This is an optimization exercise on Yosys and OpenROAD, whose aim is small area, not a production implementation. Where RTL was checked, it was by simulation tests only, not by an equivalence proof against the original. Only the layout flow was run in runs 1 and 5; the RTL was not checked for function there. Power figures rest on the tool's default switching activity, not on a simulated workload.

==> flow/design.v <==
module ringbuf_vga (
    input  wire          clk,
    input  wire          rst,
    input  wire          rx_valid,
    input  wire [7:0]    rx_data,
    input  wire          rx_last,
    input  wire          line_tick,
    input  wire          frame_tick,
    input  wire          poll_tick,
    input  wire          gl_valid,
    input  wire [15:0]   gl_row,
    output reg           gl_done,
    output reg           gl_ok,
    output reg           tx_valid,
    output wire [7:0]    tx_byte,
    output reg           scan_valid,
    output wire [191:0]  scan_data,
    output wire [2:0]    avail_lines,
    output wire [15:0]   frame_count,
    output wire [15:0]   rx_count,
    output wire [15:0]   proc_count
);
    reg [159:0] line0, line1, line2, line3, line4, line5;   
    reg [159:0] line_buf;      
    reg [2:0]   rc;            
    reg [2:0]   wl;            
    reg [2:0]   al;            
    reg [4:0]   ab;            
    reg         receiving;     
    reg [15:0]  received;
    reg [13:0]  proc_q;        
    reg [15:0]  frame_counter;
    reg [15:0]  scanline;
    reg [15:0]  last_row;
    reg         last_none;
    reg         in_block;
    wire       s_hi0   = (scanline[15:7] == 9'd0);
    wire [6:0] s_lo    = scanline[6:0];
    wire       visible = s_hi0 && (s_lo >= 7'd5) && (s_lo < 7'd95);
    wire [6:0] s_off   = s_lo - 7'd5;
    wire [4:0] tick_row = s_off / 7'd3;    
    wire        fetch_req = (line_tick && visible) || gl_valid;
    wire [15:0] fetch_row = gl_valid ? gl_row : {11'd0, tick_row};
    wire        fetch_new = fetch_req && (last_none || (last_row != fetch_row));
    wire        fetch_ok  = fetch_new && (al != 3'd0);
    wire [2:0]  al_c = fetch_ok ? al - 3'd1 : al;
    wire flow_check = fetch_ok || poll_tick;
    wire req_emit   = flow_check && ((al_c[2:1] == 2'b00) || (al_c == 3'd2 && ab == 5'd0));
    wire rx_cmd  = rx_valid && !in_block && rx_last;
    wire rx_pay  = rx_valid && !rx_cmd;
    wire do_sof  = rx_cmd && (rx_data == 8'h05);
    wire do_data = rx_cmd && (rx_data == 8'h01);
    wire do_end  = rx_cmd && (rx_data == 8'h02);
    wire flush   = do_sof || do_end || (do_data && !receiving);
    wire wr_en   = rx_pay && receiving && (al_c != 3'd6);
    wire ab_wrap = (ab == 5'd19);
    reg [19:0] col_sel;
    integer k;
    always @* begin
        for (k = 0; k < 20; k = k + 1)
            col_sel[k] = (ab == k);
    end
    wire [5:0] line_we;
    assign line_we[0] = wr_en && (wl == 3'd0);
    assign line_we[1] = wr_en && (wl == 3'd1);
    assign line_we[2] = wr_en && (wl == 3'd2);
    assign line_we[3] = wr_en && (wl == 3'd3);
    assign line_we[4] = wr_en && (wl == 3'd4);
    assign line_we[5] = wr_en && (wl == 3'd5);
    genvar c;
    generate
        for (c = 0; c < 20; c = c + 1) begin : g_col
            always @(posedge clk) begin
                if (line_we[0] && col_sel[c]) line0[8*c +: 8] <= rx_data;
                if (line_we[1] && col_sel[c]) line1[8*c +: 8] <= rx_data;
                if (line_we[2] && col_sel[c]) line2[8*c +: 8] <= rx_data;
                if (line_we[3] && col_sel[c]) line3[8*c +: 8] <= rx_data;
                if (line_we[4] && col_sel[c]) line4[8*c +: 8] <= rx_data;
                if (line_we[5] && col_sel[c]) line5[8*c +: 8] <= rx_data;
            end
        end
    endgenerate
    wire [5:0] rsel;
    assign rsel[0] = !rst && fetch_ok && (rc == 3'd0);
    assign rsel[1] = !rst && fetch_ok && (rc == 3'd1);
    assign rsel[2] = !rst && fetch_ok && (rc == 3'd2);
    assign rsel[3] = !rst && fetch_ok && (rc == 3'd3);
    assign rsel[4] = !rst && fetch_ok && (rc == 3'd4);
    assign rsel[5] = !rst && fetch_ok && (rc == 3'd5);
    wire hold = !rst && !fetch_ok;
    wire [159:0] line_buf_d;
    genvar b;
    generate
        for (b = 0; b < 160; b = b + 1) begin : g_lb
            ringbuf_vga_sel7 u_sel (
                .s ({hold, rsel}),
                .d ({line_buf[b], line5[b], line4[b], line3[b], line2[b], line1[b], line0[b]}),
                .y (line_buf_d[b]));
        end
    endgenerate
    always @(posedge clk)
        line_buf <= line_buf_d;
    always @(posedge clk) begin
        if (rst) begin
            rc            <= 3'd0;
            wl            <= 3'd0;
            al            <= 3'd0;
            ab            <= 5'd0;
            receiving     <= 1'b0;
            received      <= 16'd0;
            proc_q        <= 14'd0;
            frame_counter <= 16'd0;
            scanline      <= 16'd0;
            last_row      <= 16'd0;
            last_none     <= 1'b1;
            in_block      <= 1'b0;
        end else begin
            if (rx_valid)
                in_block <= !rx_last;
            if (frame_tick)
                scanline <= 16'd0;
            else if (line_tick)
                scanline <= scanline + 16'd1;
            if (frame_tick)
                last_none <= 1'b1;
            else if (fetch_new) begin
                last_row  <= fetch_row;
                last_none <= 1'b0;
            end
            if (flush) begin
                rc       <= 3'd0;
                wl       <= 3'd0;
                al       <= 3'd0;
                ab       <= 5'd0;
                received <= 16'd0;
                proc_q   <= 14'd0;
            end else begin
                if (fetch_ok) begin
                    rc     <= (rc == 3'd5) ? 3'd0 : rc + 3'd1;
                    proc_q <= proc_q + 14'd5;
                end
                if (wr_en) begin
                    ab       <= ab_wrap ? 5'd0 : ab + 5'd1;
                    received <= received + 16'd1;
                    if (ab_wrap)
                        wl <= (wl == 3'd5) ? 3'd0 : wl + 3'd1;
                end
                al <= al_c + {2'b00, wr_en && ab_wrap};
            end
            if (do_sof || do_data)
                receiving <= 1'b1;
            else if (do_end)
                receiving <= 1'b0;
            if (do_end && receiving)
                frame_counter <= frame_counter + 16'd1;
        end
    end
    always @(posedge clk) begin
        if (rst) begin
            gl_done    <= 1'b0;
            gl_ok      <= 1'b0;
            tx_valid   <= 1'b0;
            scan_valid <= 1'b0;
        end else begin
            gl_done    <= gl_valid;
            gl_ok      <= gl_valid && fetch_ok;
            tx_valid   <= req_emit;
            scan_valid <= line_tick && visible;
        end
    end
    assign tx_byte     = 8'h03;
    assign scan_data   = {16'd0, line_buf, 16'd0};
    assign avail_lines = al;
    assign frame_count = frame_counter;
    assign rx_count    = received;
    assign proc_count  = {proc_q, 2'b00};
endmodule
module ringbuf_vga_sel7 (
    input  wire [6:0] s,
    input  wire [6:0] d,
    output wire       y
);
    assign y = |(s & d);
endmodule
==> flow/run.sh <==
#!/bin/bash
# synth_recipe.tcl (not shown) runs the flow's synth.tcl, then flattens the netlist and writes it again
# the make line also repeats each setting of config.mk as NAME=value (left out here)
make -C /OpenROAD-flow-scripts/flow DESIGN_CONFIG=/design/flow/config.mk WORK_HOME=/design/flow/orfs CLKGATE_MAP_FILE= SYNTH_SCRIPT=/design/flow/synth_recipe.tcl finish
==> flow/config.mk <==
export PLATFORM = sky130hd
export DESIGN_NAME = ringbuf_vga
export DESIGN_NICKNAME = ringbuf_vga
export VERILOG_FILES = /design/flow/design.v
export SDC_FILE = /design/flow/constraint.sdc
export NUM_CORES = 4
export LEC_CHECK = 0
export CAP_MARGIN = 20
export CORE_MARGIN = 2
export CORE_UTILIZATION = 40
export CTS_BUF_LIST = sky130_fd_sc_hd__clkbuf_4
export SLEW_MARGIN = 20
export SYNTH_HIERARCHICAL = 1
==> flow/constraint.sdc <==
create_clock -name core_clock -period 12.0 [get_ports {clk}]
set_input_delay 2.4000 -clock core_clock [delete_from_list [all_inputs] [get_ports {clk}]]
set_output_delay 2.4000 -clock core_clock [all_outputs]
set_load 0.01 [all_outputs]
==> results of run 1 <==
## state kept, by name (all words and copies together) (netlist names), 3 cells and up
name,count
line4,160
wl,3
al,3
line1,160
line0,160
rc,3
line2,160
line3,160
last_row,16
line5,160
line_buf,160
proc_q,14
ab,5
frame_counter,16
scanline,16
received,16
## path summary, 6_finish.rpt
path,start,to,slack (ns),cells past startpoint
max,scanline[0],line1[2],3.06,22
min,line4[126],line_buf[126],0.42,2
max reg2reg,scanline[0],line1[2],3.06,22
min reg2reg,line4[126],line_buf[126],0.42,2
## layout make-up
cell class,count,area (sq um),area share
sequential,1219,34010,0.6479
tap,1476,1847,0.03518
antenna,2,5.005,0.00009534
multi-input combinational,1465,9635,0.1835
timing repair buffer,278,2753,0.05244
clock buffer,492,3694,0.07036
clock inverter,73,414.1,0.007889
inverter,36,135.1,0.002574
## critical path: cells and delay by family, from the launching register on
family | cells | cell delay [ns]
and+or+nand+nor | 9 | 3.84
AOI/OAI and AO/OA | 7 | 2.58
DFF | 1 | 0.54
adders and majority gates | 3 | 1.11
buffers and inverters | 3 | 0.43
## per-layer routing
metal / GRT usage / vias to the layer above
li1: - / 12640
met1: 0.2704 / 13890
met2: 0.3241 / 1220
met3: 0.05490 / 173
met4: 0.07280 / 0
met5: 0 / -
## per-module statistics from Yosys, one instance, submodules excluded
module | flip-flops and latches | cell area, sq um | cells | times used
ringbuf_vga_sel7 | 0 | 30.03 | 4 | 160
ringbuf_vga | 1219 | 39310 | 2135 | 1
## power by group
group,internal (mW),switching (mW)
Combinational,0.505,0.602
Sequential,4.74,0.172
Clock,1.97,1.63
Total,7.21,2.40
## through the flow
step | worst slack (ns) | instances | util | area [sq um] | hold slack, ns
after floorplan | 1.077 | 2815 | - | 44280 | 0.4273
after global placement | 3.303 | 4474 | 0.4431 | 48370 | 0.4464
after detailed placement | 3.287 | 4474 | 0.4432 | 48380 | 0.4602
after CTS | 3.256 | 5039 | 0.4808 | 52480 | 0.4163
after global routing | 2.493 | 5040 | 0.4809 | 52490 | 0.4412
final | 3.064 | 5041 | 0.4809 | 52500 | 0.4201
## cell usage in the layout, fill, tap and decap left out, types with 23 or more instances in the layout
cell	n
a21oi_1	55
a222oi_1	160
a22oi_1	325
buf_4	36
clkbuf_4	492
clkdlybuf4s50_1	236
clkinv_1	55
conb_1	42
dfxtp_1	259
edfxtp_1	960
inv_1	36
nand2_1	96
nand3_1	196
nor2_1	213
nor3_1	26
o21ai_0	42
xnor2_1	32
xor2_1	23
## kinds of logic (layout without fill, tap and decap cells)
| logic type | Yosys count | after routing | synth area share |
|---|---|---|---|
| AO/OA/AOI/OAI | 673 | 673 | 0.1215 |
| XOR/XNOR | 56 | 56 | 0.01129 |
| adder cells (fa/ha/maj) | 21 | 21 | 0.005957 |
| buffers and inverters | 131 | 879 | 0.01554 |
| flip-flops | 1219 | 1219 | 0.7711 |
| multiplexers | 9 | 9 | 0.002099 |
| other | 2 | 44 | 0.0001703 |
| AND/OR/NAND/NOR | 664 | 664 | 0.07236 |
==> impl_summary.log, run 1 <==
INFO  metric outcome = finished clean
INFO  metric detailed_place_hpwl = 63830 um
INFO  metric clock-skew-final = 0.1136 ns
INFO  metric met3_length = 10170 um
INFO  metric crit_path_cell_trace = inv_1 > ha_1 > nor2b_1 > o21a_1 > nor2_1 > inv_1 > ha_1 > inv_1 > and2_1 > a21oi_1 > nand3_1 > a32oi_2 > ha_1 > a21oi_1 > nor4_1 > and3_1 > a221o_1 > or4_4 > a21o_4 > a211oi_4 > nand3_2 > nor2_1
INFO  metric yosysWarnings = 7
INFO  metric wire_per_inst = around 23 um
INFO  metric postSynthAreaPerCell = 15.90 sq um
INFO  metric synth.top_cells.by_count = edfxtp_1, a22oi_1, dfxtp_1
INFO  metric finish.net_count = 3378
INFO  metric cp-start-kind = register
INFO  metric clock-sinks = 1219
INFO  metric dr.first_iter.drc_count = a little under 3000
INFO  metric synth_cell_type_count = 79
INFO  metric cts_post_setup_buffers_inserted = 0
INFO  metric design.core.area = 109200 sq um
INFO  metric grt_use_total = 0.2041
INFO  metric max_cap_viol_count = 0
INFO  metric power.leakage = around 17 nW
INFO  metric cts_root_buffer = clkbuf_4
INFO  metric synth.cell_area = around 44000 sq um
INFO  metric drtPass1Iterations = 6
INFO  metric timing.critical_path.arrival = 9.63 ns
INFO  metric pin_count_of_the_biggest_net_entering_global_routing = around 160
INFO  metric setup_repair_after_global_routing_missed_its_margin = false
INFO  metric gr-total-overflow = 0
INFO  metric required = 12.69 ns
INFO  metric report.final.setup_viol = 0
INFO  metric synthMostInstantiatedCell = edfxtp_1
INFO  metric hold_buffers = 0
INFO  metric synth_edf_count = 960
INFO  metric synth.ff_latch_count = 1219
INFO  metric layout_overhead_on_the_synthesized_area = 19.01%
INFO  metric antenna_violating_nets_post_route = 0
INFO  metric min_period = a little under 9 ns
INFO  metric routed-wl-met2 = about 55000 um
INFO  metric clkLatencyLatePin = approximately 1.2 ns
INFO  metric antenna_violations_before_repair = 5
INFO  metric cts_resized = 0
INFO  metric ctsLongestPathBuffers = 4
INFO  metric report.final.hold_viol_count = 0
INFO  metric timing_worst_slew_pin_value = 1.204 ns
INFO  metric start_util = 0.4041
INFO  metric wl = 116600 um
INFO  metric port_buffers = 244
INFO  metric drcViolationCount = 0
INFO  metric power.density_cell_area = 183.1 nW/um^2
INFO  metric cts-buffers-inserted = 325
INFO  metric synthArstFlopShare = 0
INFO  metric tritoncts = built
INFO  metric layout-drive-gt1-share = 0.1664
INFO  metric htree_levels = 5
INFO  metric clk_pin_slew_worst_paths = 0.07 ns
INFO  metric number_of_global_route_vias_before_repair = around 28000
INFO  metric wire_length_of_the_first_global_routing_pass = 173000 um
INFO  metric die_area = 112900 sq um
INFO  metric highest-signal-layer = met4
INFO  metric timing.fmax = 111.9 MHz
INFO  metric dominantRegCellSynth = edfxtp_1
INFO  metric rd_place_congestion = just over 0.8
INFO  metric synth_cells = 2775
INFO  metric core.rowCount = 121
INFO  metric yosysTopAreaCellShare = 0.6535
INFO  metric total_power = 9.614 mW
INFO  metric setup_tns = 0 ns
INFO  metric ios = between 200 and 300
INFO  metric critical_path.endpoint_type = register
INFO  metric vdd.ir_drop.worst = 129.9 uV
INFO  metric synth_top_area_cell = edfxtp_1
INFO  metric route.layer.met1.wl = 48700 um
INFO  metric dr_total_vias = 27920
INFO  metric netlist_top_cells_area = edfxtp_1, dfxtp_1, a22oi_1
INFO  metric min_period_over_period = 0.7447
INFO  metric die_y = 336.1 um
INFO  metric timing.setup.critical_path_class = reg -> reg
INFO  metric dieWidth = 336.1 um
INFO  metric critical_path.max_fanout = 19
INFO  metric seq_area_frac_synth = 0.7711
INFO  metric via_per_inst = 5.539
INFO  metric critPathMaxStageDelay = 1.10 ns
INFO  metric min-delay-path-class = reg -> reg
INFO  metric crit_slowest_cell = nand3_2
INFO  metric slew_viol_final = 0
INFO  metric slew-limit-headroom = 0.1967
INFO  metric fill_cells = 9509
==> inputs of run 2 (changes only) <==
--- a/flow/design.v
+++ b/flow/design.v
@@ -81,24 +81,15 @@
         end
     endgenerate
-    wire [5:0] rsel;
-    assign rsel[0] = !rst && fetch_ok && (rc == 3'd0);
-    assign rsel[1] = !rst && fetch_ok && (rc == 3'd1);
-    assign rsel[2] = !rst && fetch_ok && (rc == 3'd2);
-    assign rsel[3] = !rst && fetch_ok && (rc == 3'd3);
-    assign rsel[4] = !rst && fetch_ok && (rc == 3'd4);
-    assign rsel[5] = !rst && fetch_ok && (rc == 3'd5);
-    wire hold = !rst && !fetch_ok;
-    wire [159:0] line_buf_d;
-    genvar b;
-    generate
-        for (b = 0; b < 160; b = b + 1) begin : g_lb
-            ringbuf_vga_sel7 u_sel (
-                .s ({hold, rsel}),
-                .d ({line_buf[b], line5[b], line4[b], line3[b], line2[b], line1[b], line0[b]}),
-                .y (line_buf_d[b]));
-        end
-    endgenerate
-    always @(posedge clk)
-        line_buf <= line_buf_d;
+    reg [159:0] rd_line;
+    always @* begin
+        case (rc)
+            3'd0:    rd_line = line0;
+            3'd1:    rd_line = line1;
+            3'd2:    rd_line = line2;
+            3'd3:    rd_line = line3;
+            3'd4:    rd_line = line4;
+            default: rd_line = line5;
+        endcase
+    end
     always @(posedge clk) begin
         if (rst) begin
@@ -111,4 +102,5 @@
             proc_q        <= 14'd0;
             frame_counter <= 16'd0;
+            line_buf      <= 160'd0;
             scanline      <= 16'd0;
             last_row      <= 16'd0;
@@ -128,4 +120,6 @@
                 last_none <= 1'b0;
             end
+            if (fetch_ok)
+                line_buf <= rd_line;
             if (flush) begin
                 rc       <= 3'd0;
@@ -176,9 +170,2 @@
     assign proc_count  = {proc_q, 2'b00};
 endmodule
-module ringbuf_vga_sel7 (
-    input  wire [6:0] s,
-    input  wire [6:0] d,
-    output wire       y
-);
-    assign y = |(s & d);
-endmodule
--- a/flow/config.mk
+++ b/flow/config.mk
@@ -9,5 +9,3 @@
 export CORE_MARGIN = 2
 export CORE_UTILIZATION = 40
-export CTS_BUF_LIST = sky130_fd_sc_hd__clkbuf_4
 export SLEW_MARGIN = 20
-export SYNTH_HIERARCHICAL = 1
==> run 2 against run 1 <==
  * Via count increased by 7.7%
  * Sequential share of layout area decreased by 3.6 points
  * Clock skew decreased by 0.083 ns
  * Non-clock buffer count increased by 17
  * Cell area increased by 5.9%
  * Global-route usage decreased by 0.22 points
  * Highest routed layer unchanged
  * Critical endpoint is now line3[18]
  * Fmax increased by 21%
  * Critical path depth decreased by 7
  * Clock power increased by 12%
  * Die area increased by 7.8%
==> impl_summary.log, run 2 <==
INFO  metric cts-buffers-inserted = 130 (was 325)
INFO  metric vdd.ir_drop.worst = 154.2 uV (was 129.9 uV)
INFO  metric p_sw_frac = 0.2761 (was 0.2498)
INFO  metric min_period = 7.394 ns (was 8.936 ns)
INFO  metric via_per_inst = 5.528 (was 5.539)
INFO  metric htree_levels = 4 (was 5)
INFO  metric highest_count_cells_in_the_layout_ignoring_fill_and_taps = edfxtp_1, nor2_1, dfxtp_1, clkdlybuf4s50_1, a21oi_1 (was edfxtp_1, clkbuf_4, a22oi_1, dfxtp_1, clkdlybuf4s50_1)
INFO  metric synth.top_cells.by_count = edfxtp_1, nor2_1, dfxtp_1 (was edfxtp_1, a22oi_1, dfxtp_1)
INFO  metric internal_pwr_total = 8.031 mW (was 7.213 mW)
INFO  metric power.leakage = 17.57 nW (was 17.13 nW)
INFO  metric timing.critical_path.arrival = 7.74 ns (was 9.63 ns)
INFO  metric number_of_global_route_vias_before_repair = 29560 (was 28110)
INFO  metric synth.ff_latch_count = 1219 (unchanged)
INFO  metric cp-start-kind = register (unchanged)
INFO  metric diodes = 0 (was 2)
INFO  metric design.core.area = 118100 sq um (was 109200 sq um)
INFO  metric setup_repair_after_global_routing_missed_its_margin = false (unchanged)
INFO  metric wl = 124900 um (was 116600 um)
INFO  metric dr_total_vias = 30080 (was 27920)
INFO  metric layout_overhead_on_the_synthesized_area = 16.83% (was 19.01%)
INFO  metric timing_worst_slew_pin_value = 1.158 ns (was 1.204 ns)
INFO  metric antenna_violating_nets_post_route = 0 (unchanged)
INFO  metric cts_post_setup_buffers_inserted = 0 (unchanged)
INFO  metric pin_count_of_the_biggest_net_entering_global_routing = 88 (was 161)
INFO  metric grt_use_total = 0.2019 (was 0.2041)
INFO  metric worst_r2r_startpoint = scanline[0] (unchanged)
INFO  metric cp-startpoint = scanline[0] (unchanged)
INFO  metric yosysTopAreaCellShare = 0.6055 (was 0.6535)
INFO  metric seq_area_frac_synth = 0.7144 (was 0.7711)
INFO  metric finish.net_count = 3851 (was 3378)
INFO  metric p_seq_frac = 0.451 (was 0.511)
INFO  metric gr-total-overflow = 0 (unchanged)
INFO  metric critPathMaxStageDelay = 1.10 ns (about the same)
INFO  metric outcome = finished clean (unchanged)
INFO  metric die_y = 349.0 um (was 336.1 um)
INFO  metric worst-r2r-setup-slack = 4.61 ns (was 3.06 ns)
INFO  metric wire_per_inst = 22.95 um (was 23.12 um)
INFO  metric layout.cell_area.non_filler = 55620 sq um (was 52500 sq um)
INFO  metric fill_cells = 10310 (was 9509)
INFO  metric crit_path_cell_trace = inv_1 > ha_1 > nor2b_1 > nor3_1 > or3_4 > o32ai_1 > nor3_1 > ha_1 > a2111oi_2 > and4b_1 > nor3_1 > nor4_2 > o21ai_1 > nand3_2 > nor2_1 (was inv_1 > ha_1 > nor2b_1 > o21a_1 > nor2_1 > inv_1 > ha_1 > inv_1 > and2_1 > a21oi_1 > nand3_1 > a32oi_2 > ha_1 > a21oi_1 > nor4_1 > and3_1 > a221o_1 > or4_4 > a21o_4 > a211oi_4 > nand3_2 > nor2_1)
INFO  metric synth_cell_type_count = 84 (was 79)
INFO  metric synth_top_area_cell = edfxtp_1 (unchanged)
INFO  metric pwr-share-clk = 0.364 (was 0.374)
INFO  metric timing.setup.critical_path_class = reg -> reg (unchanged)
INFO  metric synth_cells = 3613 (was 2775)
INFO  metric layout-drive-gt1-share = 0.07732 (was 0.1664)
INFO  metric worstReg2RegEnd = line3[18] (was line1[2])
INFO  metric slew-limit-headroom = 0.2269 (was 0.1967)
INFO  metric report.final.setup_viol = 0 (unchanged)
INFO  metric rd_place_congestion = 0.8154 (was 0.8320)
INFO  metric power_frac_comb = 0.185 (was 0.115)
INFO  metric min-delay-path-class = reg -> reg (unchanged)
INFO  metric clk_pin_slew_worst_paths = 0.06 ns (was 0.07 ns)
INFO  metric ios = 287 (unchanged)
INFO  metric dr.first_iter.drc_count = 3425 (was 2915)
INFO  metric start_util = 0.4032 (was 0.4041)
INFO  metric setup_tns = 0 ns (unchanged)
INFO  metric hold_buffers = 0 (unchanged)
INFO  metric max_cap_viol_count = 0 (unchanged)
INFO  metric critical-path-top-cell-by-count = nor3_1
INFO  metric synth_edf_count = 960 (unchanged)
INFO  metric core.rowCount = 126 (was 121)
INFO  metric cts_resized = 0 (unchanged)
INFO  metric synthArstFlopShare = 0 (unchanged)
INFO  metric drtPass1Iterations = 8 (was 6)
INFO  metric clock-sinks = 1219 (unchanged)
INFO  metric wire_length_of_the_first_global_routing_pass = 185800 um (was 173000 um)
INFO  metric cts_root_buffer = clkbuf_16 (was clkbuf_4)
INFO  metric critical_path.endpoint = line3[18] (was line1[2])
INFO  metric clock-skew-final = 0.03063 ns (was 0.1136 ns)
INFO  metric postSynthAreaPerCell = 13.18 sq um (was 15.90 sq um)
INFO  metric synthMostInstantiatedCell = edfxtp_1 (unchanged)
INFO  metric required = 12.34 ns (was 12.69 ns)
INFO  metric netlist_top_cells_area = edfxtp_1, dfxtp_1, nor2_1 (was edfxtp_1, dfxtp_1, a22oi_1)
INFO  metric final_core_util = 0.4710 (was 0.4809)
INFO  metric critical_path.endpoint_type = register (unchanged)
INFO  metric dieWidth = 349.0 um (was 336.1 um)
INFO  metric layout.cells.most_common = edfxtp_1 (unchanged)
INFO  metric clkLatencyLatePin = 0.73 ns (was 1.17 ns)
INFO  metric die_area = 121800 sq um (was 112900 sq um)
INFO  metric timing.fmax = 135.2 MHz (was 111.9 MHz)
INFO  metric netSwitchingPower = 3.063 mW (was 2.401 mW)
INFO  metric crit_slowest_cell = nand3_2 (unchanged)
INFO  metric ctsLongestPathBuffers = 3 (was 4)
INFO  metric place_area = 51270 sq um (was 48380 sq um)
INFO  metric power.density_cell_area = 199.5 nW/um^2 (was 183.1 nW/um^2)
INFO  metric hold_path.startpoint = received[15] (was line4[126])
INFO  metric slew_viol_final = 0 (unchanged)
INFO  metric detailed_place_hpwl = 75830 um (was 63830 um)
INFO  metric tritoncts = built (unchanged)
INFO  metric antenna_violations_before_repair = 3 (was 5)
INFO  metric critical_path.max_fanout = 20 (was 19)
INFO  metric dominantRegCellSynth = edfxtp_1 (unchanged)
INFO  metric min_period_over_period = 0.6162 (was 0.7447)
INFO  metric yosysWarnings = 1 (was 7)
INFO  metric port_buffers = 244 (unchanged)
INFO  metric timing.reg2reg.worst_path_depth = 15 (was 22)
INFO  metric synth.cell_area = 47610 sq um (was 44110 sq um)
INFO  metric drcViolationCount = 0 (unchanged)
INFO  metric report.final.hold_viol_count = 0 (unchanged)
run 2: area by class of cell:
class / instances / area (sq um) / share of cell area
Sequential cell: 1219 / 34020 / 0.6117
Multi-Input combinational cell: 2117 / 12400 / 0.2229
Clock buffer: 166 / 3526 / 0.06339
Timing Repair Buffer: 295 / 2826 / 0.05082
Tap cell: 1536 / 1922 / 0.03455
Clock inverter: 72 / 785.8 / 0.01413
Inverter: 37 / 138.9 / 0.002497
run 2: cells by family (layout without fill, tap and decap cells):
| family | Yosys count | after routing | share of synthesized area |
|---|---|---|---|
| buffers and inverters | 317 | 570 | 0.02983 |
| flip-flops | 1219 | 1219 | 0.7144 |
| XOR/XNOR | 55 | 55 | 0.01028 |
| other | 2 | 42 | 0.0001577 |
| AND/OR/NAND/NOR | 1154 | 1154 | 0.1093 |
| adder cells (fa/ha/maj) | 20 | 20 | 0.005204 |
| multiplexers | 183 | 183 | 0.03855 |
| AO/OA/AOI/OAI | 663 | 663 | 0.09227 |
run 2: through the flow:
step	setup slack [ns]	hold slack, ns	instances	total power, mW
2_1_floorplan	6.142	0.4273	3653	6.155
3_3_place_gp	4.289	0.4621	5203	7.155
3_5_place_dp	4.240	0.4767	5203	7.170
4_1_cts	4.708	0.4866	5441	11.20
5_1_grt	4.037	0.5117	5442	11.57
6_report	4.606	0.4775	5442	11.09
run 2: how the worst min path moves through the flow:
stage | endpoint | slack, ns | cells after the start
finish | received[15] | 0.48 | 2
global placement | received[15] | 0.46 | 2
floorplan | last_none | 0.43 | 1
detailed placement | received[15] | 0.48 | 2
global route | line_buf[146] | 0.51 | 2
CTS | received[15] | 0.49 | 2
run 2: per-layer routing:
layer	GRT usage	share of wire	vias up	wire length [um]
li1	-	-	13890	-
met1	0.2755	0.43	14890	53590
met2	0.3276	0.48	1110	59590
met3	0.03508	0.067	190	8309
met4	0.06589	0.027	0	3432
met5	0	0	-	0
run 2: power groups by stage:
stage | registers [mW] | logic (mW) | clock network [mW]
2_1_floorplan | 5.14 | 1.02 | 0
3_3_place_gp | 5.09 | 2.06 | 0
3_5_place_dp | 5.09 | 2.08 | 0
4_1_cts | 5.01 | 2.09 | 4.11
5_1_grt | 5.04 | 2.25 | 4.28
6_report | 5.00 | 2.05 | 4.04
run 2: worst max-delay path, delay by kind of cell, from the launching register on:
family          cells  cell delay (ns)
compound gates      3             1.32
fa+ha+maj           2             0.76
buf+inv             1             0.14
simple gates        9             4.18
flops               1             0.58
==> inputs of run 3 (changes only) <==
--- a/flow/design.v
+++ b/flow/design.v
@@ -68,28 +68,44 @@
     assign line_we[4] = wr_en && (wl == 3'd4);
     assign line_we[5] = wr_en && (wl == 3'd5);
-    genvar c;
+    wire [959:0] st_q = {line5, line4, line3, line2, line1, line0};
+    wire [959:0] st_d;
+    genvar c, l, b;
     generate
-        for (c = 0; c < 20; c = c + 1) begin : g_col
-            always @(posedge clk) begin
-                if (line_we[0] && col_sel[c]) line0[8*c +: 8] <= rx_data;
-                if (line_we[1] && col_sel[c]) line1[8*c +: 8] <= rx_data;
-                if (line_we[2] && col_sel[c]) line2[8*c +: 8] <= rx_data;
-                if (line_we[3] && col_sel[c]) line3[8*c +: 8] <= rx_data;
-                if (line_we[4] && col_sel[c]) line4[8*c +: 8] <= rx_data;
-                if (line_we[5] && col_sel[c]) line5[8*c +: 8] <= rx_data;
+        for (l = 0; l < 6; l = l + 1) begin : g_line
+            for (c = 0; c < 20; c = c + 1) begin : g_col
+                wire we = line_we[l] && col_sel[c];
+                wire wen = !we;
+                for (b = 0; b < 8; b = b + 1) begin : g_bit
+                    ringbuf_vga_wbit u_wb (
+                        .d   (rx_data[b]),
+                        .q   (st_q[160*l + 8*c + b]),
+                        .we  (we),
+                        .wen (wen),
+                        .y   (st_d[160*l + 8*c + b]));
+                end
             end
         end
     endgenerate
-    reg [159:0] rd_line;
-    always @* begin
-        case (rc)
-            3'd0:    rd_line = line0;
-            3'd1:    rd_line = line1;
-            3'd2:    rd_line = line2;
-            3'd3:    rd_line = line3;
-            3'd4:    rd_line = line4;
-            default: rd_line = line5;
-        endcase
-    end
+    always @(posedge clk)
+        {line5, line4, line3, line2, line1, line0} <= st_d;
+    wire [5:0] rsel;
+    assign rsel[0] = !rst && fetch_ok && (rc == 3'd0);
+    assign rsel[1] = !rst && fetch_ok && (rc == 3'd1);
+    assign rsel[2] = !rst && fetch_ok && (rc == 3'd2);
+    assign rsel[3] = !rst && fetch_ok && (rc == 3'd3);
+    assign rsel[4] = !rst && fetch_ok && (rc == 3'd4);
+    assign rsel[5] = !rst && fetch_ok && (rc == 3'd5);
+    wire hold = !rst && !fetch_ok;
+    wire [159:0] line_buf_d;
+    generate
+        for (b = 0; b < 160; b = b + 1) begin : g_lb
+            ringbuf_vga_sel7 u_sel (
+                .s ({hold, rsel}),
+                .d ({line_buf[b], line5[b], line4[b], line3[b], line2[b], line1[b], line0[b]}),
+                .y (line_buf_d[b]));
+        end
+    endgenerate
+    always @(posedge clk)
+        line_buf <= line_buf_d;
     always @(posedge clk) begin
         if (rst) begin
@@ -102,5 +118,4 @@
             proc_q        <= 14'd0;
             frame_counter <= 16'd0;
-            line_buf      <= 160'd0;
             scanline      <= 16'd0;
             last_row      <= 16'd0;
@@ -120,6 +135,4 @@
                 last_none <= 1'b0;
             end
-            if (fetch_ok)
-                line_buf <= rd_line;
             if (flush) begin
                 rc       <= 3'd0;
@@ -170,2 +183,18 @@
     assign proc_count  = {proc_q, 2'b00};
 endmodule
+module ringbuf_vga_sel7 (
+    input  wire [6:0] s,
+    input  wire [6:0] d,
+    output wire       y
+);
+    assign y = |(s & d);
+endmodule
+module ringbuf_vga_wbit (
+    input  wire d,
+    input  wire q,
+    input  wire we,
+    input  wire wen,
+    output wire y
+);
+    assign y = (d & we) | (q & wen);
+endmodule
==> flow/flow/run.sh (new file) <==
#!/bin/bash
set -e
export BUFFER_PORTS_ARGS="-buffer_cell sky130_fd_sc_hd__buf_1"
export CTS_ARGS="-sink_clustering_enable -repair_clock_nets -dont_use_dummy_load -buf_list sky130_fd_sc_hd__clkbuf_4 -sink_clustering_size 10 -sink_clustering_max_diameter 40"
bash standard.sh > standard.log 2>&1
==> flow/standard.sh (new file) <==
#!/bin/bash
# synth_recipe.tcl (not shown) runs the flow's synth.tcl, then flattens the netlist and writes it again
# the make line also repeats each setting of config.mk as NAME=value (left out here)
make -C /OpenROAD-flow-scripts/flow DESIGN_CONFIG=/design/flow/config.mk WORK_HOME=/design/flow/orfs CLKGATE_MAP_FILE= SYNTH_SCRIPT=/design/flow/synth_recipe.tcl "${@:-finish}"
--- a/flow/config.mk
+++ b/flow/config.mk
@@ -8,4 +8,5 @@
 export CAP_MARGIN = 20
 export CORE_MARGIN = 2
-export CORE_UTILIZATION = 40
+export CORE_UTILIZATION = 55
 export SLEW_MARGIN = 20
+export SYNTH_HIERARCHICAL = 1
removed: flow/run.sh
==> run 3 against run 2 <==
  * Synthesized area fell by 8.4%
  * Worst setup slack better by 0.14 ns
  * Synthesized cell count up 8.2%
  * Power down 43%
  * Clock skew increased by 0.098 ns
  * Flip-flop and latch count did not move
  * Hold slack got worse by 0.059 ns
  * First-iteration DRC count is 19% higher
  * Die area down 33%
  * Sequential share of layout area fell by 9.3 points
  * Via count grew 19%
  * Core utilization is 13 points higher
==> impl_summary.log, run 3 <==
INFO  metric clock-skew-final = 0.1289 ns (was 0.03063 ns)
INFO  metric synth.top_cells.by_count = dfxtp_1, a22o_1, a22oi_1 (was edfxtp_1, nor2_1, dfxtp_1)
INFO  metric layout_overhead_on_the_synthesized_area = 7.881% (was 16.83%)
INFO  metric synth_cells = 3911 (was 3613)
INFO  metric timing_worst_slew_pin_value = 1.199 ns (was 1.158 ns)
INFO  metric tritoncts = built (unchanged)
INFO  metric synthArstFlopShare = 0 (unchanged)
INFO  metric timing.critical_path.arrival = 8.18 ns (was 7.74 ns)
INFO  metric synth.cell_area = 43630 sq um (was 47610 sq um)
INFO  metric hold-path-endpoint = line_buf[112] (was received[15])
INFO  metric port_buffers = 244 (unchanged)
INFO  metric synth_top_area_cell = dfxtp_1 (was edfxtp_1)
INFO  metric wire_per_inst = 25.62 um (was 22.95 um)
INFO  metric report.final.hold_viol_count = 0 (unchanged)
INFO  metric power.density_cell_area = 134.7 nW/um^2 (was 199.5 nW/um^2)
INFO  metric power.leakage = 17.46 nW (was 17.57 nW)
INFO  metric ctsLongestPathBuffers = 3 (unchanged)
INFO  metric seq_area_frac_synth = 0.5594 (was 0.7144)
INFO  metric cts_post_setup_buffers_inserted = 0 (unchanged)
INFO  metric design.core.area = 78740 sq um (was 118100 sq um)
INFO  metric p_seq_frac = 0.643 (was 0.451)
INFO  metric detailed_place_hpwl = 80160 um (was 75830 um)
INFO  metric htree_levels = 4 (unchanged)
INFO  metric clkLatencyLatePin = 1.07 ns (was 0.73 ns)
INFO  metric required = 12.93 ns (was 12.34 ns)
INFO  metric layout-drive-gt1-share = 0.06035 (was 0.07732)
INFO  metric synth.ff_latch_count = 1219 (unchanged)
INFO  metric die_y = 285.6 um (was 349.0 um)
INFO  metric via_per_inst = 6.740 (was 5.528)
INFO  metric timing.hold.worst_path_depth = 2 (unchanged)
INFO  metric clock-sinks = 1219 (unchanged)
INFO  metric hold_path.startpoint = line3[112] (was received[15])
INFO  metric finish.net_count = 4328 (was 3851)
INFO  metric worst_slack = 4.743 ns (was 4.606 ns)
INFO  metric synthMostInstantiatedCell = dfxtp_1 (was edfxtp_1)
INFO  metric dr.first_iter.drc_count = 4063 (was 3425)
INFO  metric dieWidth = 285.6 um (was 349.0 um)
INFO  metric hold_buffers = 0 (unchanged)
INFO  metric hold-worst-slack = 0.4187 ns (was 0.4775 ns)
INFO  metric wl = 136500 um (was 124900 um)
INFO  metric antenna_violations_before_repair = 2 (was 3)
INFO  metric yosysWarnings = 7 (was 1)
INFO  metric min-delay-path-class = reg -> reg (unchanged)
INFO  metric wire_length_of_the_first_global_routing_pass = 208800 um (was 185800 um)
INFO  metric cts_resized = 0 (unchanged)
INFO  metric gr-total-overflow = 0 (unchanged)
INFO  metric clk_pin_slew_worst_paths = 0.10 ns (was 0.06 ns)
INFO  metric number_of_global_route_vias_before_repair = 34200 (was 29560)
INFO  metric max_cap_viol_count = 0 (unchanged)
INFO  metric min_period_over_period = 0.6048 (was 0.6162)
INFO  metric final_core_util = 0.5977 (was 0.4710)
INFO  metric drtPass1Iterations = 7 (was 8)
INFO  metric dr_total_vias = 35910 (was 30080)
INFO  metric vdd.ir_drop.worst = 93.48 uV (was 154.2 uV)
INFO  metric slew-limit-headroom = 0.1990 (was 0.2269)
INFO  metric setup_tns = 0 ns (unchanged)
INFO  metric internal_pwr_total = 4.731 mW (was 8.031 mW)
INFO  metric pin_count_of_the_biggest_net_entering_global_routing = 161 (was 88)
INFO  metric setup_repair_after_global_routing_missed_its_margin = false (unchanged)
INFO  metric worst-r2r-setup-slack = 4.74 ns (was 4.61 ns)
INFO  metric timing.fmax = 137.8 MHz (was 135.2 MHz)
INFO  metric report.final.setup_viol = 0 (unchanged)
INFO  metric cts-buffers-inserted = 159 (was 130)
INFO  metric netSwitchingPower = 1.609 mW (was 3.063 mW)
INFO  metric min_period = 7.257 ns (was 7.394 ns)
INFO  metric layout.cells.most_common = dfxtp_1 (was edfxtp_1)
INFO  metric timing.setup.critical_path_class = reg -> reg (unchanged)
INFO  metric rd_place_congestion = 0.8589 (was 0.8154)
INFO  metric antenna_violating_nets_post_route = 0 (unchanged)
INFO  metric core.rowCount = 103 (was 126)
INFO  metric start_util = 0.5541 (was 0.4032)
INFO  metric place_ws = 4.358 ns (was 4.240 ns)
INFO  metric synth_edf_count = 0 (was 960)
INFO  metric ios = 287 (unchanged)
INFO  metric grt_use_total = 0.3239 (was 0.2019)
INFO  metric drcViolationCount = 0 (unchanged)
INFO  metric pwr-share-clk = 0.301 (was 0.364)
INFO  metric cts_root_buffer = clkbuf_4 (was clkbuf_16)
INFO  metric die_area = 81590 sq um (was 121800 sq um)
INFO  metric slew_viol_final = 0 (unchanged)
INFO  metric synth_cell_type_count = 81 (was 84)
INFO  metric p_sw_frac = 0.2538 (was 0.2761)
INFO  metric worstReg2RegEnd = line5[114] (was line3[18])
INFO  metric worst_r2r_startpoint = scanline[0] (unchanged)
INFO  metric postSynthAreaPerCell = 11.16 sq um (was 13.18 sq um)
INFO  metric power_frac_comb = 0.056 (was 0.185)
INFO  metric timing.reg2reg.worst_path_depth = 16 (was 15)
INFO  metric cp-start-kind = register (unchanged)
INFO  metric highest_count_cells_in_the_layout_ignoring_fill_and_taps = dfxtp_1, a22o_1, a22oi_1, nand3_1, buf_1 (was edfxtp_1, nor2_1, dfxtp_1, clkdlybuf4s50_1, a21oi_1)
INFO  metric netlist_top_cells_area = dfxtp_1, a22o_1, a22oi_1 (was edfxtp_1, dfxtp_1, nor2_1)
INFO  metric yosysTopAreaCellShare = 0.5594 (was 0.6055)
INFO  metric critical_path.max_fanout = 41 (was 20)
INFO  metric outcome = finished clean (unchanged)
INFO  metric dominantRegCellSynth = dfxtp_1 (was edfxtp_1)
INFO  metric critical_path.endpoint_type = register (unchanged)
## run 3: cell types whose count changed in the layout (fill, tap and decap cells not counted), moves of 159 or more
cell	delta
dfxtp_1	+962
o21ai_0	-159
a22o_1	+961
buf_1	+235
nand3_1	+202
a21oi_1	-159
clkbuf_4	+167
nor2_1	-506
a22oi_1	+319
clkdlybuf4s50_1	-235
mux2i_1	-172
nor3_1	-160
edfxtp_1	-960
## run 3: critical path, cell delays in order, from the launching register on
cell and delay, ns:
dfxtp_1 0.75, inv_1 0.19, ha_1 0.49, nand2b_1 0.37, a21oi_1 0.65, nor4_1 0.14, o211a_1 0.26, or2_2 0.28
a2111oi_0 0.86, o21ai_0 0.23, o211a_1 0.20, o211ai_1 0.28, o211ai_1 0.16, buf_4 0.29, nand2b_2 0.79, nor2_1 0.90
a22o_1 0.25
## run 3: routing by layer
layer	GRT usage	vias to the layer above	wire length, um
met5	0	-	0
met4	0.1175	0	4165
met3	0.05128	263	10570
met2	0.5038	1684	61780
met1	0.4566	17570	59970
li1	-	16390	-
## run 3: cells by family after synthesis
| kind of cell | Yosys count | share of synthesized area |
|---|---|---|
| AND/OR/NAND/NOR | 755 | 0.08288 |
| multiplexers | 15 | 0.003814 |
| XOR/XNOR | 54 | 0.01084 |
| adder cells (fa/ha/maj) | 19 | 0.005449 |
| other | 2 | 0.0001721 |
| flip-flops | 1219 | 0.5594 |
| buffers and inverters | 204 | 0.02203 |
| AO/OA/AOI/OAI | 1643 | 0.3155 |
## run 3: worst max path at each step
stage / from / end / slack, ns / cells past startpoint
after global routing: scanline[0] / line_buf[104] / 4.38 / 20
after floorplan: gl_valid / line_buf[0] / 1.67 / 14
after global placement: gl_valid / line5[114] / 4.27 / 15
final: scanline[0] / line5[114] / 4.74 / 16
after CTS: scanline[0] / line_buf[124] / 4.91 / 18
after detailed placement: gl_valid / line5[104] / 4.36 / 15
## run 3: final cells by class
class                           instances  area (sq um)
Inverter                               76         285.3
Antenna cell                            3         7.507
Multi-Input combinational cell       2528         18510
Timing Repair Buffer                  293          1348
Tap cell                             1050          1314
Fill cell                            6724         31680
Clock buffer                          159          1194
Sequential cell                      1219         24400
## run 3: through the flow
| stage | area (sq um) | power [mW] | std cells |
|---|---|---|---|
| floorplan | 43790 | 4.336 | 3951 |
| global placement | 45830 | 4.517 | 5165 |
| detailed placement | 45840 | 4.516 | 5165 |
| CTS | 47030 | 6.373 | 5324 |
| global route | 47070 | 6.582 | 5328 |
| finish | 47070 | 6.340 | 5328 |
## run 3: modules after synthesis (local to each module, per instance)
| module | area, sq um | times used | flops+latches | cells inside |
|---|---|---|---|---|
| ringbuf_vga_wbit | 8.758 | 960 | 0 | 1 |
| ringbuf_vga | 30420 | 1 | 1219 | 2311 |
| ringbuf_vga_sel7 | 30.03 | 160 | 0 | 4 |
## run 3: power groups by stage
stage / Sequential [mW] / Clock, mW / Combinational [mW]
6_report: 4.07 / 1.91 / 0.357
5_1_grt: 4.08 / 2.13 / 0.377
4_1_cts: 4.07 / 1.95 / 0.350
3_5_place_dp: 4.17 / 0 / 0.349
3_3_place_gp: 4.17 / 0 / 0.350
2_1_floorplan: 4.17 / 0 / 0.171
==> inputs of run 4 (changes only) <==
==> flow/flow/run.sh (replaced) <==
#!/bin/bash
set -e
export BUFFER_PORTS_ARGS="-buffer_cell sky130_fd_sc_hd__buf_1"
export CTS_ARGS="-sink_clustering_enable -repair_clock_nets -dont_use_dummy_load -buf_list sky130_fd_sc_hd__clkbuf_4 -sink_clustering_size 8 -sink_clustering_max_diameter 40"
bash standard.sh > standard.log 2>&1
--- a/flow/config.mk
+++ b/flow/config.mk
@@ -8,5 +8,5 @@
 export CAP_MARGIN = 20
 export CORE_MARGIN = 2
-export CORE_UTILIZATION = 55
+export CORE_UTILIZATION = 40
 export SLEW_MARGIN = 20
 export SYNTH_HIERARCHICAL = 1
==> run 4 against run 3 <==
  * Critical path depth unchanged
  * Clock power increased by 9%
  * Non-clock buffer count decreased by 6
  * Clock skew is 0.018 ns lower
  * Highest routed layer unchanged
  * Sequential power about the same
  * Sequential share of layout area fell by 0.72 points
  * Power up 2.6%
  * Fmax is 4.9% lower
  * Die area increased by 37%
  * Cell area up 1.4%
  * Still clean
  * Largest power group unchanged
==> impl_summary.log, run 4 <==
INFO  metric setup_repair_after_global_routing_missed_its_margin = false (unchanged)
INFO  metric synthMostInstantiatedCell = dfxtp_1 (unchanged)
INFO  metric outcome = finished clean (unchanged)
INFO  metric critical_path.max_fanout = 64 (was 41)
INFO  metric placed_cell_count = 5523 (was 5165)
INFO  metric drcViolationCount = 0 (unchanged)
INFO  metric critical_path.endpoint = line_buf[49] (was line5[114])
INFO  metric final_core_util = 0.4397 (was 0.5977)
INFO  metric synth.ff_latch_count = 1219 (unchanged)
INFO  metric detailed_place_hpwl = 83800 um (was 80160 um)
INFO  metric htree_levels = 4 (unchanged)
INFO  metric layout.cells.most_common = dfxtp_1 (unchanged)
INFO  metric synth.top_cells.by_count = dfxtp_1, a22o_1, a22oi_1 (unchanged)
INFO  metric rd_place_congestion = 0.8350 (was 0.8589)
INFO  metric power_frac_comb = 0.055 (was 0.056)
INFO  metric synth_compound_area_frac = 0.3155 (unchanged)
INFO  metric slew-limit-headroom = 0.1936 (was 0.1990)
INFO  metric layout-drive-gt1-share = 0.06538 (was 0.06035)
INFO  metric cp-start-kind = register (unchanged)
INFO  metric start_util = 0.4019 (was 0.5541)
INFO  metric postSynthAreaPerCell = 11.16 sq um (unchanged)
INFO  metric worst_r2r_startpoint = scanline[0] (unchanged)
INFO  metric worstReg2RegEnd = line_buf[49] (was line5[114])
INFO  metric wire_length_of_the_first_global_routing_pass = 216500 um (was 208800 um)
INFO  metric route.layer.met1.wl = 65010 um (was 59970 um)
INFO  metric cts_resized = 0 (unchanged)
INFO  metric timing_worst_slew_pin_value = 1.207 ns (was 1.199 ns)
INFO  metric timing.setup.critical_path_class = reg -> reg (unchanged)
INFO  metric antenna_violations_before_repair = 2 (unchanged)
INFO  metric post_synth_fa_ha_maj_area_fraction = 0.005449 (unchanged)
INFO  metric cts_post_setup_buffers_inserted = 0 (unchanged)
INFO  metric synth_edf_count = 0 (unchanged)
INFO  metric required = 12.97 ns (was 12.93 ns)
INFO  metric vdd.ir_drop.worst = 59.67 uV (was 93.48 uV)
INFO  metric clkLatencyLatePin = 1.16 ns (was 1.07 ns)
INFO  metric timing.fmax = 131.0 MHz (was 137.8 MHz)
INFO  metric cts-buffers-inserted = 188 (was 159)
INFO  metric timing.reg2reg.worst_path_depth = 16 (unchanged)
INFO  metric highest_count_cells_in_the_layout_ignoring_fill_and_taps = dfxtp_1, a22o_1, a22oi_1, nand3_1, buf_1 (unchanged)
INFO  metric netSwitchingPower = 1.675 mW (was 1.609 mW)
INFO  metric dominantRegCellSynth = dfxtp_1 (unchanged)
INFO  metric clk_pin_slew_worst_paths = 0.10 ns (about the same)
INFO  metric muxShareOfSynthArea = 0.003814 (unchanged)
INFO  metric synth_top_area_cell = dfxtp_1 (unchanged)
INFO  metric pwr-share-clk = 0.320 (was 0.301)
INFO  metric dieWidth = 334.3 um (was 285.6 um)
INFO  metric die_area = 111700 sq um (was 81590 sq um)
INFO  metric internal_pwr_total = 4.832 mW (was 4.731 mW)
INFO  metric clock-sinks = 1219 (unchanged)
INFO  metric p_sw_frac = 0.2574 (was 0.2538)
INFO  metric synth_xor_area_frac = 0.01084 (unchanged)
INFO  metric power.density_cell_area = 136.3 nW/um^2 (was 134.7 nW/um^2)
INFO  metric tritoncts = built (unchanged)
INFO  metric max_cap_viol_count = 0 (unchanged)
INFO  metric die_y = 334.3 um (was 285.6 um)
INFO  metric drtPass1Iterations = 9 (was 7)
INFO  metric synth.cell_area = 43630 sq um (unchanged)
INFO  metric setup_tns = 0 ns (unchanged)
INFO  metric ctsLongestPathBuffers = 3 (unchanged)
INFO  metric slew_viol_final = 0 (unchanged)
INFO  metric via_per_inst = 6.315 (was 6.740)
INFO  metric routed-wl-met2 = 62070 um (was 61780 um)
INFO  metric port_buffers = 244 (unchanged)
INFO  metric dr_total_vias = 36140 (was 35910)
INFO  metric number_of_global_route_vias_before_repair = 34510 (was 34200)
INFO  metric synthArstFlopShare = 0 (unchanged)
INFO  metric timing.critical_path.arrival = 8.61 ns (was 8.18 ns)
INFO  metric p_seq_frac = 0.626 (was 0.643)
INFO  metric met3_length = 10990 um (was 10570 um)
INFO  metric core.rowCount = 121 (was 103)
INFO  metric cts_root_buffer = clkbuf_4 (unchanged)
INFO  metric report.final.setup_viol = 0 (unchanged)
INFO  metric netlist_top_cells_area = dfxtp_1, a22o_1, a22oi_1 (unchanged)
INFO  metric clock-skew-final = 0.1107 ns (was 0.1289 ns)
INFO  metric power.leakage = 17.56 nW (was 17.46 nW)
INFO  metric layout_overhead_on_the_synthesized_area = 9.392% (was 7.881%)
INFO  metric fin_cells = 5722 (was 5328)
INFO  metric wire_per_inst = 24.88 um (was 25.62 um)
INFO  metric report.final.hold_viol_count = 0 (unchanged)
INFO  metric synth_cell_type_count = 81 (unchanged)
INFO  metric wl = 142400 um (was 136500 um)
INFO  metric dr.first_iter.drc_count = 3928 (was 4063)
INFO  metric synth_cells = 3911 (unchanged)
INFO  metric min_period = 7.633 ns (was 7.257 ns)
INFO  metric yosysTopAreaCellShare = 0.5594 (unchanged)
INFO  metric design.core.area = 108600 sq um (was 78740 sq um)
INFO  metric min-delay-path-class = reg -> reg (unchanged)
INFO  metric synth_top_family_by_area = compound AO/OA/AOI/OAI gates (unchanged)
INFO  metric critical_path.endpoint_type = register (unchanged)
INFO  metric finish.net_count = 4351 (was 4328)
INFO  metric grt_use_total = 0.2467 (was 0.3239)
INFO  metric cp-startpoint = scanline[0] (unchanged)
INFO  metric seq_area_frac_synth = 0.5594 (unchanged)
INFO  metric gr-total-overflow = 0 (unchanged)
INFO  metric yosysWarnings = 7 (unchanged)
INFO  metric pin_count_of_the_biggest_net_entering_global_routing = 161 (unchanged)
INFO  metric antenna_violating_nets_post_route = 0 (unchanged)
INFO  metric worst-r2r-setup-slack = 4.37 ns (was 4.74 ns)
INFO  metric ios = 287 (unchanged)
INFO  metric highest-signal-layer = met4 (unchanged)
INFO  metric min_period_over_period = 0.6361 (was 0.6048)
INFO  metric hold_buffers = 0 (unchanged)
INFO  metric post_synthesis_share_of_cell_area_spent_on_and_or_nand_and_nor_gates = 0.08288 (unchanged)
## run 4: cell counts after synthesis
No cell type changed its count.
## run 4: area by class of cell
class / count / area, sq um
fill: 10370 / 60820
inverter: 76 / 285.3
timing repair buffer: 287 / 1319
antenna: 10 / 25.02
multi-input combinational: 2528 / 18510
sequential: 1219 / 24400
clock buffer: 188 / 1411
tap: 1414 / 1769
## run 4: cells by family after synthesis
logic type               Yosys count
XOR/XNOR                          54
other                              2
buffers and inverters            204
flip-flops                      1219
AND/OR/NAND/NOR                  755
multiplexers                      15
adder cells (fa/ha/maj)           19
AO/OA/AOI/OAI                   1643
## run 4: worst min path at each step
stage / start / endpoint / slack (ns) / depth (start not counted)
2_1_floorplan: last_none / last_none / 0.43 / 1
3_3_place_gp: line0[97] / line0[97] / 0.45 / 1
3_5_place_dp: line3[42] / line3[42] / 0.45 / 1
4_1_cts: line4[65] / line_buf[65] / 0.44 / 2
5_1_grt: line5[65] / line_buf[65] / 0.47 / 2
6_report: line5[65] / line_buf[65] / 0.43 / 2
## run 4: layer usage
layer,up-vias,GRT usage
met3,283,0.04413
met2,1599,0.3735
met5,-,0
met4,0,0.08693
li1,16470,-
met1,17790,0.3517
## run 4: power groups by stage
stage | sequential (mW) | combinational [mW] | clock (mW)
2_1_floorplan | 4.17 | 0.171 | 0
3_3_place_gp | 4.17 | 0.347 | 0
3_5_place_dp | 4.17 | 0.349 | 0
4_1_cts | 4.07 | 0.349 | 2.14
5_1_grt | 4.07 | 0.377 | 2.31
6_report | 4.07 | 0.356 | 2.08
## run 4: metrics by stage
| stage | hold slack [ns] | power, mW | instance area, sq um | setup WS (ns) |
|---|---|---|---|---|
| final | 0.4293 | 6.507 | 47730 | 4.367 |
| after global routing | 0.4698 | 6.766 | 47730 | 3.926 |
| after CTS | 0.4399 | 6.560 | 47670 | 4.465 |
| after detailed placement | 0.4537 | 4.515 | 46260 | 4.482 |
| after global placement | 0.4545 | 4.513 | 46250 | 4.604 |
| after floorplan | 0.4273 | 4.336 | 43790 | 1.669 |
## run 4: worst max-delay path: stages, from the launching register on
cell and delay [ns]:
dfxtp_1 0.67, inv_1 0.22, ha_1 0.48, nand2b_1 0.37, a21oi_1 0.55, nor2_1 0.22
xnor2_1 0.18, a2111o_1 0.46, or3_1 0.41, mux2_4 0.30, mux2_4 0.33, a211oi_4 0.85
nand3b_1 0.37, nor2_4 0.89, buf_4 0.88, a22oi_1 0.21, nand3_1 0.12
## run 4: modules after synthesis, one instance, submodules excluded
module,copies in the design,flip-flops and latches,cells inside,area [sq um]
ringbuf_vga,1,1219,2311,30420
ringbuf_vga_wbit,960,0,1,8.758
ringbuf_vga_sel7,160,0,4,30.03
==> inputs of run 5 (changes only) <==
--- a/flow/design.v
+++ b/flow/design.v
@@ -188,5 +188,15 @@
     output wire       y
 );
-    assign y = |(s & d);
+    wire n_lo, n_hi;
+    ringbuf_vga_aoi3 u_lo (.s(s[2:0]), .d(d[2:0]), .y(n_lo));
+    ringbuf_vga_aoi3 u_hi (.s(s[5:3]), .d(d[5:3]), .y(n_hi));
+    assign y = ~(n_lo & n_hi & ~(s[6] & d[6]));
+endmodule
+module ringbuf_vga_aoi3 (
+    input  wire [2:0] s,
+    input  wire [2:0] d,
+    output wire       y
+);
+    assign y = ~|(s & d);
 endmodule
 module ringbuf_vga_wbit (
==> run 5 against run 4 <==
  * Synthesized area up 0.91%
  * First-iteration DRC count grew 22%
  * Sequential power about the same
  * Worst setup slack improved by 0.21 ns
  * Wire length rose by 5.8%
  * Core utilization grew 0.17 points
  * Sequential share of layout area shrank 0.41 points
==> impl_summary.log, run 5 <==
INFO  metric ios = 287 (unchanged)
INFO  metric crit_path_cell_trace = inv_1 > ha_1 > buf_4 > nor2b_1 > o21ai_1 > nand2_1 > and3_1 > a22oi_1 > ha_1 > a21o_1 > or4_1 > a311o_1 > a221oi_4 > or3_1 > nor3_4 > buf_4 > buf_4 > a222oi_1 > nand3_1 (was inv_1 > ha_1 > nand2b_1 > a21oi_1 > nor2_1 > xnor2_1 > a2111o_1 > or3_1 > mux2_4 > mux2_4 > a211oi_4 > nand3b_1 > nor2_4 > buf_4 > a22oi_1 > nand3_1)
INFO  metric cts_post_setup_buffers_inserted = 0 (unchanged)
INFO  metric power.density_cell_area = 134.4 nW/um^2 (was 136.3 nW/um^2)
INFO  metric cp-start-kind = register (unchanged)
INFO  metric slew-limit-headroom = 0.1611 (was 0.1936)
INFO  metric hold_path.startpoint = line5[85] (was line5[65])
INFO  metric antenna_violations_before_repair = 3 (was 2)
INFO  metric max_cap_viol_count = 0 (unchanged)
INFO  metric wire_per_inst = 26.00 um (was 24.88 um)
INFO  metric tritoncts = built (unchanged)
INFO  metric core.rowCount = 121 (unchanged)
INFO  metric clk_pin_slew_worst_paths = 0.08 ns (was 0.10 ns)
INFO  metric critical_path.endpoint_type = register (unchanged)
INFO  metric cts_root_buffer = clkbuf_4 (unchanged)
INFO  metric synth.top_cells.by_count = dfxtp_1, a22o_1, nand2_1 (was dfxtp_1, a22o_1, a22oi_1)
INFO  metric die_area = 112700 sq um (was 111700 sq um)
INFO  metric critical_path.max_fanout = 86 (was 64)
INFO  metric synthArstFlopShare = 0 (unchanged)
INFO  metric dr.first_iter.drc_count = 4811 (was 3928)
INFO  metric place_area = 46690 sq um (was 46260 sq um)
INFO  metric timing.fmax = 134.7 MHz (was 131.0 MHz)
INFO  metric worst_r2r_startpoint = scanline[0] (unchanged)
INFO  metric setup_tns = 0 ns (unchanged)
INFO  metric design.core.area = 109000 sq um (was 108600 sq um)
INFO  metric ctsLongestPathBuffers = 3 (unchanged)
INFO  metric finish.net_count = 4420 (was 4351)
INFO  metric placed_cell_count = 5598 (was 5523)
INFO  metric outcome = finished clean (unchanged)
INFO  metric cts-buffers-inserted = 181 (was 188)
INFO  metric yosysWarnings = 7 (unchanged)
INFO  metric min-delay-path-class = reg -> reg (unchanged)
INFO  metric required = 12.93 ns (was 12.97 ns)
INFO  metric synth_cells = 3995 (was 3911)
INFO  metric synth_cell_type_count = 82 (was 81)
INFO  metric critPathMaxStageDelay = 0.76 ns (was 0.89 ns)
INFO  metric crit_slowest_cell = dfxtp_1 (was nor2_4)
INFO  metric fin_cells = 5791 (was 5722)
INFO  metric postSynthAreaPerCell = 11.02 sq um (was 11.16 sq um)
INFO  metric synth_edf_count = 0 (unchanged)
INFO  metric drtPass1Iterations = 7 (was 9)
INFO  metric report.final.hold_viol_count = 0 (unchanged)
INFO  metric port_buffers = 244 (unchanged)
INFO  metric die_y = 335.8 um (was 334.3 um)
INFO  metric area_of_the_multi_input_gates = 19000 sq um (was 18510 sq um)
INFO  metric min_period_over_period = 0.6186 (was 0.6361)
INFO  metric clock-sinks = 1219 (unchanged)
INFO  metric gr-total-overflow = 0 (unchanged)
INFO  metric htree_levels = 4 (unchanged)
INFO  metric clkLatencyLatePin = 1.13 ns (was 1.16 ns)
INFO  metric seq_area_frac_synth = 0.5543 (was 0.5594)
INFO  metric slew_viol_final = 0 (unchanged)
INFO  metric setup_repair_after_global_routing_missed_its_margin = false (unchanged)
INFO  metric dieWidth = 335.8 um (was 334.3 um)
INFO  metric yosysTopAreaCellShare = 0.5543 (was 0.5594)
INFO  metric dr_total_vias = 37370 (was 36140)
INFO  metric cts_resized = 0 (unchanged)
INFO  metric wl = 150600 um (was 142400 um)
INFO  metric layout.cell_area.non_filler = 48110 sq um (was 47730 sq um)
INFO  metric min_period = 7.424 ns (was 7.633 ns)
INFO  metric total_power = 6.465 mW (was 6.507 mW)
INFO  metric report.final.setup_viol = 0 (unchanged)
INFO  metric wire_length_of_the_first_global_routing_pass = 226100 um (was 216500 um)
INFO  metric cp-startpoint = scanline[0] (unchanged)
INFO  metric drcViolationCount = 0 (unchanged)
INFO  metric grt_use_total = 0.2576 (was 0.2467)
INFO  metric rd_place_congestion = 0.8330 (was 0.8350)
INFO  metric timing_worst_slew_pin_value = 1.258 ns (was 1.207 ns)
INFO  metric synth.ff_latch_count = 1219 (unchanged)
INFO  metric netlist_top_cells_area = dfxtp_1, a22o_1, a222oi_1 (was dfxtp_1, a22o_1, a22oi_1)
INFO  metric hold_buffers = 0 (unchanged)
INFO  metric pin_count_of_the_biggest_net_entering_global_routing = 161 (unchanged)
INFO  metric start_util = 0.4039 (was 0.4019)
INFO  metric highest_count_cells_in_the_layout_ignoring_fill_and_taps = dfxtp_1, a22o_1, nand2_1, a222oi_1, buf_1 (was dfxtp_1, a22o_1, a22oi_1, nand3_1, buf_1)
INFO  metric critical-path-top-cell-by-count = buf_4 (was mux2_4)
INFO  metric antenna_violating_nets_post_route = 0 (unchanged)
INFO  metric area.sequential = 24400 sq um (unchanged)
INFO  metric synth_top_area_cell = dfxtp_1 (unchanged)
INFO  metric timing.critical_path.arrival = 8.36 ns (was 8.61 ns)
INFO  metric vdd.ir_drop.worst = 99.16 uV (was 59.67 uV)
INFO  metric clock-skew-final = 0.1282 ns (was 0.1107 ns)
INFO  metric fill_cells = 10430 (was 10370)
INFO  metric layout_overhead_on_the_synthesized_area = 9.267% (was 9.392%)
INFO  metric synth.cell_area = 44030 sq um (was 43630 sq um)
INFO  metric detailed_place_hpwl = 86820 um (was 83800 um)
INFO  metric synthMostInstantiatedCell = dfxtp_1 (unchanged)
INFO  metric dominantRegCellSynth = dfxtp_1 (unchanged)
INFO  metric via_per_inst = 6.454 (was 6.315)
INFO  metric layout-drive-gt1-share = 0.06961 (was 0.06538)
INFO  metric layout.cells.most_common = dfxtp_1 (unchanged)
INFO  metric hold-worst-slack = 0.4251 ns (was 0.4293 ns)
INFO  metric timing.setup.critical_path_class = reg -> reg (unchanged)
INFO  metric power.leakage = 17.34 nW (was 17.56 nW)
INFO  metric number_of_global_route_vias_before_repair = 35920 (was 34510)
## run 5: Yosys stat by module (local to each module, per instance)
module            flops+latches  copies in the design
ringbuf_vga_sel7              0                   160
ringbuf_vga                1219                     1
ringbuf_vga_wbit              0                   960
ringbuf_vga_aoi3              0                   320
## run 5: path summary, 6_finish.rpt
kind | end | slack (ns) | depth (start not counted)
max | line_buf[127] | 4.58 | 19
min | line_buf[85] | 0.43 | 2
max reg2reg | line_buf[127] | 4.58 | 19
min reg2reg | line_buf[85] | 0.43 | 2
## run 5: kinds of logic after synthesis
group,share of synthesized area
compound gates,0.2978
xor+xnor,0.01188
fa+ha+maj,0.005400
buf+inv,0.02171
flops,0.5543
mux,0.002529
other cells,0.0001706
simple gates,0.1063
## run 5: final cells by class
| class | count | area share |
|---|---|---|
| flip-flops and latches | 1219 | 0.5073 |
| multi-input cells | 2630 | 0.3949 |
| well taps | 1414 | 0.03678 |
| repair buffers | 300 | 0.02939 |
| clock buffers | 181 | 0.02825 |
| inverters | 37 | 0.002887 |
| diodes | 10 | 0.0005202 |
## run 5: power by group
group / total, mW / internal (mW) / switching (mW) / leakage (nW)
Combinational: 0.348 / 0.0622 / 0.286 / 6.69
Sequential: 4.07 / 4.05 / 0.0186 / 9.82
Clock: 2.04 / 0.689 / 1.36 / 0.833
## run 5: layer usage
layer,global-route usage,up-vias,share of wire
met5,0,-,0.00031
met4,0.09579,2,0.032
met3,0.05519,309,0.096
met2,0.3998,1915,0.44
met1,0.3514,18340,0.43
li1,-,16810,-
## run 5: stage by stage
step	setup WS, ns	util
final	4.576	0.4413
after CTS	4.639	0.4408
after global routing	4.009	0.4413
after floorplan	0.3717	-
after detailed placement	3.845	0.4283
after global placement	3.956	0.4282
## run 5: critical path: cells and delay by family, from the launching register on
kind | cells | cell delay (ns)
DFF | 1 | 0.76
buffers and inverters | 4 | 1.52
adders and majority gates | 2 | 0.55
AOI/OAI and AO/OA | 6 | 2.02
and+or+nand+nor | 7 | 2.34

==> static timing again, ports no longer ideal <==
How much do the figures lean on ideal ports? The routed layouts below were timed once more, with nothing changed but the port constraints. Step 1, drivers: a clkbuf_16 drives clk and a buf_2 each remaining input, both assumed. Step 2 also shifts input and output timing later by t, the mid clock arrival at the registers, as if the neighbouring blocks saw the same clock. Slacks: no drivers / after step 1 / after step 2; pairs: no drivers / after step 1.
| run | t, ns | setup WS [ns] | worst setup path after step 2 | clock arrival spread, ns |
|---|---|---|---|---|
| run 1 | 1.181 | 3.064 / 3.064 / 3.064 | register to register | 0.114 / 0.114 |
| run 2 | 0.790 | 4.606 / 4.606 / 4.174 | input to register | 0.035 / 0.035 |
| run 3 | 1.079 | 4.743 / 4.743 / 4.167 | input to register | 0.144 / 0.143 |
| run 4 | 1.152 | 4.367 / 4.367 / 4.367 | register to register | 0.136 / 0.135 |
| run 5 | 1.136 | 4.576 / 4.576 / 3.804 | input to register | 0.132 / 0.132 |
After both steps setup and hold are still met in every run listed. For run 5, which loses most, drivers alone change the setup slack by 0.000 ns; drivers and shift together by -0.772 ns.
